From an optimization exercise on the open Yosys and OpenROAD flow, aimed at small area; shortcuts taken in it are not production practice.
In this exercise RTL edits were held to simulation tests only and were not proved equivalent to the original.

Design tfg_pwmgen, start of the top module:
module tfg_pwmgen (
    input  wire        CLK,
    input  wire        RST,
    input  wire [11:0] BUS_ADDR,
    input  wire [1:0]  BUS_SIZE,
    input  wire        BUS_WE,
    input  wire        BUS_RE,
    input  wire [31:0] BUS_WDATA,
    output reg  [31:0] BUS_RDATA,
    output reg         BUS_ERR,
    input  wire        ENC_A,
    input  wire        ENC_B,
    input  wire        BTN,
    input  wire        SERIAL_FRAME,
    input  wire        TIMEBASE,
    output wire [7:0]  PWM_OUT,
    output wire [7:0]  PWM_OE
);
For scale: ~7,700 cells after synthesis.
==> flow/config.mk <==
export PLATFORM = sky130hd
export DESIGN_NAME = tfg_pwmgen
export DESIGN_NICKNAME = tfg_pwmgen
export VERILOG_FILES = /design/flow/design.v
export SDC_FILE = /design/flow/constraint.sdc
export NUM_CORES = 8
export LEC_CHECK = 0
export ABC_AREA = 1
export CAP_MARGIN = 40
export CORE_MARGIN = 2
export CORE_UTILIZATION = 50
export SLEW_MARGIN = 30
==> flow/constraint.sdc <==
create_clock -name core_clock -period 200.0 [get_ports {CLK}]
set_input_delay 40.0000 -clock core_clock [delete_from_list [all_inputs] [get_ports {CLK}]]
set_output_delay 40.0000 -clock core_clock [all_outputs]
set_load 0.01 [all_outputs]
standard.sh (not shown) runs the stock make flow with config.mk's settings and CLKGATE_MAP_FILE= SYNTH_SCRIPT=/design/flow/synth_recipe.tcl, a recipe that flattens the netlist after the stock synthesis.
==> flow/flow/run.sh <==
#!/bin/bash
# Own layout flow: the standard ORFS flow (standard.sh) with two changes that
# only affect how the layout is built:
#   - an area-oriented ABC mapping script (flow/abc_area.script) in place of
#     ORFS's, with no full-adder extraction before it (ABC maps the adders),
#   - clock tree synthesis uses clkbuf_8 buffers, clusters of up to 12 sinks
#     within 60 um, and no dummy loads.
# Synthesis is otherwise the standard flow's own (synth_recipe.tcl), so the registers are the same.
set -euo pipefail
W="$(pwd)"
S="$W/scripts_area"
rm -rf "$S"
cp -r "$FLOW_HOME/scripts" "$S"
cp "$W/flow/abc_area.script" "$S/abc_area.script"
bash "$W/standard.sh" \
  "SCRIPTS_DIR=$S" \
  "ADDER_MAP_FILE=" \
  "CTS_ARGS=-sink_clustering_enable -repair_clock_nets -dont_use_dummy_load -buf_list sky130_fd_sc_hd__clkbuf_8 -sink_clustering_size 12 -sink_clustering_max_diameter 60" \
  finish > "$W/orfs_make.log" 2>&1
==> flow/flow/abc_area.script <==
strash
dc2
dch -f
amap
strash
dc2
dch -f
amap
topo
dnsize
stime -c
Change:
==> flow/flow/run.sh (replaced) <==
#!/bin/bash
# Own layout flow: the standard ORFS flow (standard.sh), unchanged but for
# clock tree synthesis, which uses clkbuf_8 buffers, clusters of up to 12 sinks
# within 60 um, and no dummy loads.
set -euo pipefail
W="$(pwd)"
bash "$W/standard.sh" \
  "CTS_ARGS=-sink_clustering_enable -repair_clock_nets -dont_use_dummy_load -buf_list sky130_fd_sc_hd__clkbuf_8 -sink_clustering_size 12 -sink_clustering_max_diameter 60" \
  finish > "$W/orfs_make.log" 2>&1
Settings changed: CAP_MARGIN 40 to 20, SLEW_MARGIN 30 to 20.
removed: flow/flow/abc_area.script
Clock-buffer cell count climbs by 10.
Core utilization drops by 2.0 points.
Wire length climbs slightly.
Change:
==> flow/flow/run.sh (replaced) <==
#!/bin/bash
# Own layout flow: the standard ORFS flow (standard.sh) with changes that
# only affect how the layout is built:
#   - an area-oriented ABC mapping script (flow/abc_area.script) in place of
#     ORFS's, with no full-adder extraction before it (ABC maps the adders),
#   - clock tree synthesis uses clkbuf_8 buffers, clusters of up to 12 sinks
#     within 60 um, and no dummy loads,
#   - the port buffers are buf_1 cells (every port still gets one).
# Synthesis is otherwise the standard flow's own (synth_recipe.tcl), so the registers are the same.
set -euo pipefail
W="$(pwd)"
S="$W/scripts_area"
rm -rf "$S"
cp -r "$FLOW_HOME/scripts" "$S"
cp "$W/flow/abc_area.script" "$S/abc_area.script"
bash "$W/standard.sh" \
  "SCRIPTS_DIR=$S" \
  "ADDER_MAP_FILE=" \
  "CTS_ARGS=-sink_clustering_enable -repair_clock_nets -dont_use_dummy_load -buf_list sky130_fd_sc_hd__clkbuf_8 -sink_clustering_size 12 -sink_clustering_max_diameter 60" \
  "BUFFER_PORTS_ARGS=-buffer_cell sky130_fd_sc_hd__buf_1" \
  finish > "$W/orfs_make.log" 2>&1
==> flow/flow/abc_area.script (new file) <==
strash
dc2
dch -f
amap
strash
dc2
dch -f
amap
topo
dnsize
stime -c
Settings changed: CAP_MARGIN 20 to 30, SLEW_MARGIN 20 to 25.
After rerunning: First-iteration DRC count is higher by 13%. Core utilization rose by 1.2 points. Worst setup slack improved by 42 ns. Cell count went up by 2.2%. Wire length drops by 1.2%. Design area drops by 7.5%. Global-route usage went up by 2.6 points. Flip-flop and latch count is unchanged. Maximum frequency rose by 34%. Die area went down by 9.1%.
Change:
==> flow/flow/run.sh (replaced) <==
#!/bin/bash
# Own layout flow: the standard ORFS flow (standard.sh), unchanged but for
# clock tree synthesis, which uses clkbuf_16 buffers, clusters of up to 24 sinks
# within 100 um, and no dummy loads.
set -euo pipefail
W="$(pwd)"
bash "$W/standard.sh" \
  "CTS_ARGS=-sink_clustering_enable -repair_clock_nets -dont_use_dummy_load -buf_list sky130_fd_sc_hd__clkbuf_16 -sink_clustering_size 24 -sink_clustering_max_diameter 100" \
  finish > "$W/orfs_make.log" 2>&1
Settings changed: CAP_MARGIN 30 to 20, SLEW_MARGIN 25 to 20.
removed: flow/flow/abc_area.script
Result:
- The changed run finished clean
- synthesized area increases by 10%
- final cell count goes down by 2.8%
- design area rose by 7.8%
- first-iteration DRC count came out lower by 15%
- via count went down by 11%
- core utilization fell by 1.4 points
- clock-buffer cell count came out lower by 51
- clock skew shrinks by 0.034 ns

---

## T
Starting RTL as in the previous note.
==> flow/config.mk <==
export PLATFORM = sky130hd
export DESIGN_NAME = tfg_pwmgen
export DESIGN_NICKNAME = tfg_pwmgen
export VERILOG_FILES = /design/flow/design.v
export SDC_FILE = /design/flow/constraint.sdc
export NUM_CORES = 8
export LEC_CHECK = 0
export ABC_AREA = 1
export CAP_MARGIN = 20
export CORE_MARGIN = 2
export CORE_UTILIZATION = 50
export SLEW_MARGIN = 20
==> flow/constraint.sdc <==
create_clock -name core_clock -period 200.0 [get_ports {CLK}]
set_input_delay 40.0000 -clock core_clock [delete_from_list [all_inputs] [get_ports {CLK}]]
set_output_delay 40.0000 -clock core_clock [all_outputs]
set_load 0.01 [all_outputs]
==> flow/flow/run.sh <==
#!/bin/bash
# Own layout flow: the standard ORFS flow (standard.sh), unchanged but for
#   - clock tree synthesis, which uses clkbuf_8 buffers, clusters of up to 12
#     sinks within 60 um, and no dummy loads,
#   - the port buffers, which are buf_1 cells (every port still gets one).
set -euo pipefail
W="$(pwd)"
bash "$W/standard.sh" \
  "CTS_ARGS=-sink_clustering_enable -repair_clock_nets -dont_use_dummy_load -buf_list sky130_fd_sc_hd__clkbuf_8 -sink_clustering_size 12 -sink_clustering_max_diameter 60" \
  "BUFFER_PORTS_ARGS=-buffer_cell sky130_fd_sc_hd__buf_1" \
  finish > "$W/orfs_make.log" 2>&1
### T -> S
Settings: SLEW_MARGIN changed from 20 to 30; CAP_MARGIN changed from 20 to 40.
==> flow/flow/run.sh <==
#!/bin/bash
# Own layout flow: the standard ORFS flow (standard.sh) with two changes that
# only affect how the layout is built:
#   - ABC maps with ORFS's own area script minus its buffering and upsizing
#     steps (flow/abc_area.script); OpenROAD's repair buffers the layout later,
#   - clock tree synthesis uses clkbuf_8 buffers, clusters of up to 12 sinks
#     within 60 um, and no dummy loads.
# Synthesis is otherwise the standard flow's own (synth_recipe.tcl), so the registers are the same.
set -euo pipefail
W="$(pwd)"
S="$W/scripts_area"
rm -rf "$S"
cp -r "$FLOW_HOME/scripts" "$S"
cp "$W/flow/abc_area.script" "$S/abc_area.script"
bash "$W/standard.sh" \
  "SCRIPTS_DIR=$S" \
  "CTS_ARGS=-sink_clustering_enable -repair_clock_nets -dont_use_dummy_load -buf_list sky130_fd_sc_hd__clkbuf_8 -sink_clustering_size 12 -sink_clustering_max_diameter 60" \
  finish > "$W/orfs_make.log" 2>&1
==> flow/flow/abc_area.script (new file) <==
strash
dch
map -B 0.9
topo
stime -c
dnsize -c
Results
T has a lower non-clock buffer count than S.
Compared to T, the router laid down more metal wire for S.
Diff S and T: overall track demand over capacity in global routing lower in T
Looking only at synthesized cell count, and setting everything else aside, the lower value of S and T goes to S.
Post-route worst setup slack | S below T
Area: S vs T -> S larger

---

Another version of the RTL of tfg_pwmgen (not shown whole).
Size in the first run: ~100 I/O pins, roughly 67,000 sq um of cells after synthesis.
==> flow/config.mk <==
export PLATFORM = sky130hd
export DESIGN_NAME = tfg_pwmgen
export DESIGN_NICKNAME = tfg_pwmgen
export VERILOG_FILES = /design/flow/design.v
export SDC_FILE = /design/flow/constraint.sdc
export NUM_CORES = 8
export LEC_CHECK = 0
export ABC_AREA = 1
export CAP_MARGIN = 20
export CORE_MARGIN = 2
export CORE_UTILIZATION = 50
export SLEW_MARGIN = 20
==> flow/constraint.sdc <==
create_clock -name core_clock -period 200.0 [get_ports {CLK}]
set_input_delay 40.0000 -clock core_clock [delete_from_list [all_inputs] [get_ports {CLK}]]
set_output_delay 40.0000 -clock core_clock [all_outputs]
set_load 0.01 [all_outputs]
==> flow/flow/run.sh <==
#!/bin/bash
# Own layout flow: the standard ORFS flow (standard.sh) with changes that
# only affect how the layout is built:
#   - after the standard synthesis, the logic outside the arithmetic
#     (outside the input cone of the SET_CONFIG / SET_PHASE result buses) is
#     mapped again with an area-oriented ABC script (flow/remap.ys,
#     flow/abc_remap.script); registers and arithmetic are left as they are,
#   - every combinational cell then gets the smallest drive strength of its
#     family (flow/downsize.py); OpenROAD's repair resizes where needed,
#   - clock tree synthesis uses clkbuf_8 buffers, clusters of up to 12 sinks
#     within 60 um, and no dummy loads,
#   - the port buffers are buf_1 cells (every port still gets one).
# Each tool writes its full output to a log file in this folder (orfs_*.log,
# remap.log) or in orfs/logs/.
set -euo pipefail
W="$(pwd)"
R="$W/orfs/results/$FLOW_PLATFORM/tfg_pwmgen/base"
LIB="$FLOW_HOME/platforms/$FLOW_PLATFORM/lib/sky130_fd_sc_hd__tt_025C_1v80.lib"
YOSYS="$FLOW_HOME/../tools/install/yosys/bin/yosys"
[ -x "$YOSYS" ] || YOSYS=yosys

# 1. the standard synthesis
bash "$W/standard.sh" synth > "$W/orfs_synth.log" 2>&1

# 2. re-map the logic outside the arithmetic
python3 "$W/flow/mkmap.py" "$LIB" > "$W/remap_cells.v"
DONTUSE=$(grep -o -- '-dont_use [A-Za-z0-9_]*' "$W/orfs/logs/$FLOW_PLATFORM/tfg_pwmgen/base/1_2_yosys.log" | sort -u | tr '\n' ' ')
cp "$R/1_2_yosys.v" "$W/synth_standard.v"
sed -e "s#@LIB@#$LIB#g" -e "s#@IN@#$W/synth_standard.v#g" -e "s#@TOP@#$FLOW_TOP#g" \
    -e "s#@MAP@#$W/remap_cells.v#g" -e "s#@ABC@#$W/flow/abc_remap.script#g" \
    -e "s#@DONTUSE@#$DONTUSE#g" -e "s#@OUT@#$W/synth_remapped.v#g" \
    "$W/flow/remap.ys" > "$W/remap.ys"
"$YOSYS" -s "$W/remap.ys" > "$W/remap.log" 2>&1
python3 "$W/flow/downsize.py" "$LIB" "$W/synth_remapped.v" "$W/synth_downsized.v" > "$W/downsize.log" 2>&1
cp "$W/synth_downsized.v" "$R/1_2_yosys.v"
rm -f "$R/1_synth.odb" "$R/1_synth.sdc"

# 3. the rest of the standard flow on the re-mapped netlist
bash "$W/standard.sh" \
  "CTS_ARGS=-sink_clustering_enable -repair_clock_nets -dont_use_dummy_load -buf_list sky130_fd_sc_hd__clkbuf_8 -sink_clustering_size 12 -sink_clustering_max_diameter 60" \
  "BUFFER_PORTS_ARGS=-buffer_cell sky130_fd_sc_hd__buf_1" \
  finish > "$W/orfs_make.log" 2>&1
==> flow/flow/downsize.py <==
#!/usr/bin/env python3
"""Give every combinational cell of a netlist the smallest drive strength of its
family (sky130_fd_sc_hd__<family>_<drive>); registers are left as they are.
OpenROAD's repair then resizes or buffers where the layout needs it.
usage: downsize.py LIBERTY IN.v OUT.v"""
import re
import sys

lib = open(sys.argv[1]).read()
area = {m.group(1): float(m.group(2)) for m in re.finditer(
    r'\n\s*cell\s*\(\s*"?(\w+)"?\s*\)\s*\{.*?area\s*:\s*([\d.]+)', lib, re.S)}
dont = set(sys.argv[4:])
fam = {}
for c, a in area.items():
    m = re.match(r'(sky130_fd_sc_hd__[a-z0-9]+?)_(\d+)$', c)
    if m and c not in dont:
        fam.setdefault(m.group(1), []).append((a, int(m.group(2)), c))
smallest = {f: sorted(v)[0][2] for f, v in fam.items()}
seq = re.compile(r'df|dl|sdf|edf|buf|clk|conb|tap|fill|decap|diode')
text = open(sys.argv[2]).read()

def swap(m):
    c = m.group(1)
    f = re.match(r'(sky130_fd_sc_hd__[a-z0-9]+?)_(\d+)$', c)
    if not f or seq.search(f.group(1)):
        return m.group(0)
    return m.group(0).replace(c, smallest.get(f.group(1), c), 1)

open(sys.argv[3], 'w').write(re.sub(r'^\s*(sky130_fd_sc_hd__\w+)\s', swap, text, flags=re.M))
Other scripts of this flow, unchanged in this note and not shown: flow/flow/abc_remap.script, flow/flow/mkmap.py, flow/flow/remap.ys
Change:
CORE_UTILIZATION = 62   (was 50)
After rerunning: Routed wire length shrinks by 2.2%; sequential share of layout area grows by 0.33 points; final area shrinks by about 0.8%; die area shrinks by about 20%; cell count shrinks by 3.9%; setup slack loses 0.47 ns; sequential cell count is unchanged.
Change:
--- a/flow/flow/run.sh
+++ b/flow/flow/run.sh
@@ -7,4 +7,2 @@
 #     flow/abc_remap.script); registers and arithmetic are left as they are,
-#   - every combinational cell then gets the smallest drive strength of its
-#     family (flow/downsize.py); OpenROAD's repair resizes where needed,
 #   - clock tree synthesis uses clkbuf_8 buffers, clusters of up to 12 sinks
@@ -33,4 +31,3 @@
 "$YOSYS" -s "$W/remap.ys" > "$W/remap.log" 2>&1
-python3 "$W/flow/downsize.py" "$LIB" "$W/synth_remapped.v" "$W/synth_downsized.v" > "$W/downsize.log" 2>&1
-cp "$W/synth_downsized.v" "$R/1_2_yosys.v"
+cp "$W/synth_remapped.v" "$R/1_2_yosys.v"
 rm -f "$R/1_synth.odb" "$R/1_synth.sdc"
CORE_UTILIZATION = 50   (was 62)
removed: flow/flow/downsize.py
What happened:
- worst setup slack improves by 3.4 ns
- fmax went up by 2.1%
- via count went down by 5.1%
- wire length went up by 2.3%
- clock skew went down by 0.035 ns
- flip-flop and latch count does not change
Change:
--- a/flow/flow/run.sh
+++ b/flow/flow/run.sh
@@ -7,4 +7,6 @@
 #     flow/abc_remap.script); registers and arithmetic are left as they are,
-#   - clock tree synthesis uses clkbuf_8 buffers, clusters of up to 12 sinks
-#     within 60 um, and no dummy loads,
+#   - every combinational cell then gets the smallest drive strength of its
+#     family (flow/downsize.py); OpenROAD's repair resizes where needed,
+#   - clock tree synthesis uses clkbuf_16 buffers, clusters of up to 20 sinks
+#     within 90 um, and no dummy loads,
 #   - the port buffers are buf_1 cells (every port still gets one).
@@ -31,3 +33,4 @@
 "$YOSYS" -s "$W/remap.ys" > "$W/remap.log" 2>&1
-cp "$W/synth_remapped.v" "$R/1_2_yosys.v"
+python3 "$W/flow/downsize.py" "$LIB" "$W/synth_remapped.v" "$W/synth_downsized.v" > "$W/downsize.log" 2>&1
+cp "$W/synth_downsized.v" "$R/1_2_yosys.v"
 rm -f "$R/1_synth.odb" "$R/1_synth.sdc"
@@ -36,3 +39,3 @@
 bash "$W/standard.sh" \
-  "CTS_ARGS=-sink_clustering_enable -repair_clock_nets -dont_use_dummy_load -buf_list sky130_fd_sc_hd__clkbuf_8 -sink_clustering_size 12 -sink_clustering_max_diameter 60" \
+  "CTS_ARGS=-sink_clustering_enable -repair_clock_nets -dont_use_dummy_load -buf_list sky130_fd_sc_hd__clkbuf_16 -sink_clustering_size 20 -sink_clustering_max_diameter 90" \
   "BUFFER_PORTS_ARGS=-buffer_cell sky130_fd_sc_hd__buf_1" \
==> flow/flow/downsize.py (new file) <==
#!/usr/bin/env python3
"""Give every combinational cell of a netlist the smallest drive strength of its
family (sky130_fd_sc_hd__<family>_<drive>); registers are left as they are.
OpenROAD's repair then resizes or buffers where the layout needs it.
usage: downsize.py LIBERTY IN.v OUT.v"""
import re
import sys

lib = open(sys.argv[1]).read()
area = {m.group(1): float(m.group(2)) for m in re.finditer(
    r'\n\s*cell\s*\(\s*"?(\w+)"?\s*\)\s*\{.*?area\s*:\s*([\d.]+)', lib, re.S)}
dont = set(sys.argv[4:])
fam = {}
for c, a in area.items():
    m = re.match(r'(sky130_fd_sc_hd__[a-z0-9]+?)_(\d+)$', c)
    if m and c not in dont:
        fam.setdefault(m.group(1), []).append((a, int(m.group(2)), c))
smallest = {f: sorted(v)[0][2] for f, v in fam.items()}
seq = re.compile(r'df|dl|sdf|edf|buf|clk|conb|tap|fill|decap|diode')
text = open(sys.argv[2]).read()

def swap(m):
    c = m.group(1)
    f = re.match(r'(sky130_fd_sc_hd__[a-z0-9]+?)_(\d+)$', c)
    if not f or seq.search(f.group(1)):
        return m.group(0)
    return m.group(0).replace(c, smallest.get(f.group(1), c), 1)

open(sys.argv[3], 'w').write(re.sub(r'^\s*(sky130_fd_sc_hd__\w+)\s', swap, text, flags=re.M))
Outcome:
- worst setup slack gets worse by 3.0 ns
- non-clock buffer count increases by 11
- via count falls by 0.36%
- global-route usage shrinks by 0.16 points
- core utilization goes up by 0.24 points
- critical path depth goes up by 7

static timing again, ports no longer ideal:
In the flow no input, the clock included, has a driving cell. The finished layouts below were timed again as built, in two steps.
Step 1 assumes that a clkbuf_16 drives the clock port and a buf_2 every other input.
Step 2, shift: input delay + t, output delay - t, t = (earliest + latest rising clock arrival at the registers) / 2. This alone moves slack from input paths to output paths.
Slacks: ideal ports / drivers / drivers and shift; pairs: ideal ports / drivers.
| run | shift t [ns] | setup WS [ns] | worst setup path at the end | clock arrival spread, ns | worst data-port slew with drivers (ns) |
|---|---|---|---|---|---|
| the first run of note 1 | 0.873 | 74.012 / 74.032 / 73.159 | input to register | 0.090 / 0.089 | 0.08 |
| the second run of note 1 | 0.925 | 32.166 / 32.215 / 31.290 | input to register | 0.148 / 0.148 | 0.16 |
| the third run of note 1 | 0.878 | 74.496 / 74.532 / 73.654 | input to register | 0.109 / 0.110 | 0.08 |
| the fourth run of note 1 | 0.774 | 32.147 / 32.199 / 31.425 | input to register | 0.075 / 0.075 | 0.16 |
| T | 0.927 | 34.010 / 34.043 / 33.117 | input to register | 0.180 / 0.180 | 0.17 |
| S | 0.906 | 31.309 / 31.354 / 30.448 | input to register | 0.163 / 0.163 | 0.14 |
| the first run of note 3 | 0.871 | 34.576 / 34.614 / 33.742 | input to register | 0.089 / 0.089 | 0.18 |
| the second run of note 3 | 0.842 | 34.108 / 34.133 / 33.291 | input to register | 0.115 / 0.116 | 0.20 |
| the third run of note 3 | 0.885 | 37.463 / 37.508 / 36.622 | input to register | 0.080 / 0.079 | 0.21 |
| the fourth run of note 3 | 0.754 | 34.443 / 34.486 / 33.732 | input to register | 0.053 / 0.053 | 0.17 |
After both steps every run listed still meets setup and hold. The setup slack of T, which loses most, moves by +0.033 ns with the drivers and by -0.893 ns with both steps.
